From an optimization exercise on the open Yosys and OpenROAD flow, aimed at a short achievable clock period and few clock cycles; shortcuts taken in it are not production practice.
Function was not checked in any run shown here: the RTL went through the layout flow alone.
Power is estimated from default activity; no workload was simulated.

==> flow/design.v (outline; a module is shown in full before it is edited, if it fits) <==
// module intc_timer: 997 lines
module intc_timer (
    input  wire        clk,
    input  wire        rst,
    input  wire        cmd_valid,
    output reg         cmd_ready,
    input  wire [2:0]  cmd_op,
    input  wire [23:0] cmd_arg,
    input  wire [7:0]  cmd_data,
    output reg         rsp_valid,
    output reg  [7:0]  rsp_data,
    output wire [2:0]  pend,
    output reg  [1:0]  irq_line,
    output reg  [15:0] irq_vector
);
  // ...
==> flow/run.sh <==
#!/bin/bash
# synth_recipe.tcl (not shown) runs the flow's synth.tcl, then flattens the netlist and writes it again
# the make line also repeats each setting of config.mk as NAME=value (left out here)
make -C /OpenROAD-flow-scripts/flow DESIGN_CONFIG=/design/flow/config.mk WORK_HOME=/design/flow/orfs CLKGATE_MAP_FILE= SYNTH_SCRIPT=/design/flow/synth_recipe.tcl finish
==> flow/config.mk <==
export PLATFORM = sky130hd
export DESIGN_NAME = intc_timer
export DESIGN_NICKNAME = intc_timer
export VERILOG_FILES = /design/flow/design.v
export SDC_FILE = /design/flow/constraint.sdc
export NUM_CORES = 4
export LEC_CHECK = 0
export ABC_CLOCK_PERIOD_IN_PS = 1000
export CAP_MARGIN = 20
export CORE_MARGIN = 2
export CORE_UTILIZATION = 40
export SETUP_SLACK_MARGIN = 4.0
export SLEW_MARGIN = 20
export TNS_END_PERCENT = 100
==> flow/constraint.sdc <==
create_clock -name core_clock -period 6.0 [get_ports {clk}]
set_input_delay 1.2000 -clock core_clock [delete_from_list [all_inputs] [get_ports {clk}]]
set_output_delay 1.2000 -clock core_clock [all_outputs]
set_load 0.01 [all_outputs]
==> run summary, run 1 <==
- CTS Hold Bufs: 0
- Met2 wire length: 37,600 um
- Total iterations of the first detailed-routing run: 7
- Initial antenna violation count: 0
- Power Density: 437 nW/um^2
- Vias: 22,900
- ANT nets after route: 0
- CP required: 6560 ps
- Vias/cell: 5.22
- Power consumption: 17.9 mW
- Yosys top cell area share: 0.394
- Worst Reg-to-Reg Cells: 9
- Number of non-clock inverters: 280
- XOR/XNOR Fraction of Synth Area: 0.0468
- Cell type taking the most area: multi-input gates
- WP buf/inv: 0
- # resized after CTS: 578
- Wire per inst: 17.6 um
- Global routing's busiest layer: met2
- Most frequent cells in the layout: dfxtp_1 (484), inv_1 (231), buf_4 (213)
- Root Driver: clkbuf_16
- Core Rows: 100
- Fmax: 372 MHz
- Syn-to-layout area delta: 36.3%
- Met3 GRT Util: 0.0285
- Final hold slack: 305 ps
- Full die area: 77,500 um^2
- Port bufs: 67
- Largest family of logic cells by synthesized area: compound AO/OA/AOI/OAI gates
- Adder-cell share of the synthesized area: 0.134
- Outcome: no timing/DRC/antenna violations
- First-pass GRT wire length: 121,000 um
==> run 2: changes to the inputs <==
--- a/flow/config.mk
+++ b/flow/config.mk
@@ -7,3 +7,3 @@
 export LEC_CHECK = 0
-export ABC_CLOCK_PERIOD_IN_PS = 1000
+export ABC_CLOCK_PERIOD_IN_PS = 2200
 export CAP_MARGIN = 20
@@ -11,3 +11,3 @@
 export CORE_UTILIZATION = 40
-export SETUP_SLACK_MARGIN = 4.0
+export SETUP_SLACK_MARGIN = 3.6
 export SLEW_MARGIN = 20
==> run 2 against run 1 <==
Via count is 3.2% lower; largest power group unchanged; worst setup slack better by 77 ps; cell area is 5.6% lower; largest cell class unchanged; area after synthesis stayed put.
==> run summary, run 2 <==
- End of the worst register-to-register path: sl2_res[0]
- Min-delay worst type: reg2reg
- Crit-path cells: inv_2, ha_4, nor2b_1, o21a_1, o21a_1, o41a_1, a211oi_4, mux2_4, mux2i_1, xor2_1
- Arrival @ worst endpoint: 3170 ps
- CP required: 6560 ps (about the same)
- WP buf/inv: 1 (+1)
- Setup Skew: 28.7 ps
- Root Driver: clkbuf_16
- Vias: 22,200 (-3.2%)
- Setup ws final: 3390 ps
- Fillers: 6,396
- First-pass GRT wire length: 115,000 um (-5.5%)
- Worst Reg-to-Reg Cells: 10 (+1)
- FFs w/ async S/R, synth: 0
- Leakage: 15.6 nW
- Post-Layout Cell Count: 4,296
- Wire per inst: 17.2 um (-2.0%)
- Fin crit share: 0.435
- Pins Over Slew Limit: 0
- Count of final setup violators: 0
- Seq/Total Area, Yosys: 0.482
- Initial Util: 0.405
- Largest net degree at the start of global routing: 75
- Outcome: no timing/DRC/antenna violations
- Synth area leader: dfxtp_1
- Full die area: 77,500 um^2 (unchanged)
- RSZ-0062 raised after global routing: true
- Iter 0 DRT Violations: 1,235
- Die Wd: 278 um
- Core Rows: 100 (unchanged)
- Worst path max stage delay: 400 ps
- Total congestion overflow: 0
- Share of cells above drive strength 1: 0.255
- Synth Flop Type: dfxtp_1
- Crit. End Element: flip-flop
- Most common library cells after synthesis: dfxtp_1 (593), ha_1 (318), inv_1 (279)
- Syn Area/Cell: 10.1 um^2
- Port bufs: 67 (unchanged)
- Most frequent cells in the layout: dfxtp_1 (508), inv_1 (249), ha_1 (242)
- Fmax: 383 MHz (+3.0%)
- ANT nets after route: 0 (unchanged)
- Worst Setup SP: sl_v[0]
- Register bit total from synthesis: 681
- HPWL after detailed placement: 50,600 um
- Gate Count Post-Synth: 2,973
- VDD IR-drop max: 0.252 mV
- Clock-pin transition on the worst setup and hold timing paths: 60 ps
- Seq. cell area: 14,700 um^2
- Total Wirelength: 74,100 um
- Core ar.: 74,400 um^2
- Final Util: 0.521
- CP endpoint: sl2_res[0]
- H-tree depth: 3
- Placed cells: 3,948
- Min Tclk post-route: 2610 ps
- Die height: 278 um
- Worst path depth: 10
- Number of max-cap violations: 0
- Setup slack, reg-to-reg: 3390 ps
- Count leader, synth: dfxtp_1
- Synthesized area: 30,100 um^2
- Critical path type: reg2reg
- Number of global-route vias before repair: 22,300
- Number of synthesis warnings: 1
- Top Ports: 69
- Worst-skew pair later-pin latency: 640 ps
- Setup TNS: 0 ps
- Syn-to-layout area delta: 28.7%
- Top post-synthesis cells by area: dfxtp_1 (39%), ha_1 (13%), edfxtp_1 (8.8%), inv_1 (3.5%), xnor2_1 (3.3%)
- Power Density: 445 nW/um^2 (+1.9%)
- Post-synth EDFFs: 88
- Area of the multi-input gates: 16,700 um^2
- Power consumption: 17.2 mW (-3.8%)
- Rel. slew slack: 0.366
- Pre-CTS setup slack: 2750 ps
- Vias/cell: 5.16 (-1.2%)
- Most Frequent Cell on Critical Path: o21a_1
- Total CTS buffers: 72
- CTS max path bufs: 3
- Clk sinks: 681
- Final hold viol count: 0
- Initial antenna violation count: 0 (unchanged)
- Worst reg2reg startpoint: sl_v[0]
- GP Congestion: 0.879
- TritonCTS clock tree: yes
- Commonest non-fill, non-tap cell in the layout: dfxtp_1
- Diode count: 0
- Tightest Pin Transition: 944 ps
- Drt drc: 0
- Top delay family on crit path: compound AO/OA/AOI/OAI gates
- Total iterations of the first detailed-routing run: 5 (-2)
- Yosys top cell area share: 0.394 (unchanged)
- CP max FO: 3
- Slowest library cell on the worst path: edfxtp_1
- Crit start category: flip-flop
- Final Net Count: 3,626
- Total GRT Usage: 0.182
- Unique masters post-synth: 95
run 2: timing repair:
item | in CTS | in global routing
buffers inserted | 132 | 70
gates cloned | 6 | 6
resized for setup | 417 | 269
hold buffers | 0 | 0
pin swaps | 115 | 188
setup endpoints to repair | 146 | 134
run 2: area by class of cell:
| cell class | count | area share |
|---|---|---|
| Sequential cell | 681 | 0.378 |
| Inverter | 279 | 0.0274 |
| Clock buffer | 100 | 0.0529 |
| Tap cell | 969 | 0.0313 |
| Timing Repair Buffer | 286 | 0.0668 |
| Clock inverter | 34 | 0.0116 |
| Multi-Input combinational cell | 1947 | 0.432 |
run 2: cell families (layout without fill, tap and decap cells):
| family | count (synthesis) | count (layout) | share of synthesized area |
|---|---|---|---|
| DFF | 681 | 681 | 0.482 |
| and+or+nand+nor | 718 | 720 | 0.114 |
| AOI/OAI and AO/OA | 661 | 666 | 0.151 |
| xor gates and xnor gates | 161 | 161 | 0.0468 |
| other | 1 | 7 | 0.000125 |
| adders and majority gates | 321 | 321 | 0.134 |
| muxes | 72 | 72 | 0.0250 |
| buffers and inverters | 358 | 699 | 0.0468 |
run 2: metal layers:
metal / track usage / share of wire / vias to the layer above
met4: 0.0547 / 0.027 / 0
met3: 0.0285 / 0.040 / 140
met2: 0.324 / 0.50 / 443
li1: - / - / 11000
met1: 0.225 / 0.43 / 10600
met5: 0 / 0 / -
run 2: worst min path at each step:
stage | from | endpoint | slack [ps] | cells after the start
after floorplan | p5_n[0] | p6_n[0] | 310 | 0
after global placement | p5_pkt[36] | p6_pkt[36] | 310 | 0
after detailed placement | p1_pkt[3] | p2_pkt[3] | 310 | 0
after CTS | p3_n[4] | p4_n[4] | 320 | 0
after global routing | p1_pkt[43] | p2_pkt[43] | 330 | 0
final | p6_pkt[47] | p7_pkt[47] | 320 | 0
run 2: worst reg2reg max path, delay by kind of cell (launching register included):
kind	cells	cell delay [ps]
fa+ha+maj	1	210
xor+xnor	1	150
simple gates	1	120
compound gates	4	1100
buf+inv	1	100
mux	2	490
flops	1	400
run 2: power breakdown:
group	internal [mW]	switching [mW]	total (mW)	leakage [nW]
clock	2.63	1.90	4.52	1.20
combinational	3.47	3.71	7.17	8.56
sequential	5.09	0.453	5.54	5.83
run 2: metrics by stage:
step / area [um^2] / hold slack (ps)
finish: 38800 / 321
global route: 38800 / 328
CTS: 37000 / 318
floorplan: 30400 / 310
detailed placement: 32000 / 312
global placement: 31900 / 309

afterwards: timing with drivers on the ports:
The results above use ideal ports. As a check the final layouts listed here were re-extracted and re-timed, cells and wires unchanged. Step 1, drivers: a clkbuf_16 drives clk and a buf_2 each remaining input, both assumed. Step 2 moves the port delays by t, midway between the first and last clock arrival at a register: inputs arrive t later, outputs are due t later. That takes back most of the time a late clock gives input paths. Three values: ideal, step 1, step 2; two values: the first two.
run	shift t [ns]	slack for setup (ns)	pins driven straight from the clock port
run 1	0.684	3.315 / 3.315 / 3.089	1
run 2	0.686	3.392 / 3.392 / 3.037	1
After both steps setup and hold are still met in every run listed. The setup slack of run 2, which loses most, moves by 0.000 ns with the drivers and by -0.355 ns with both steps.
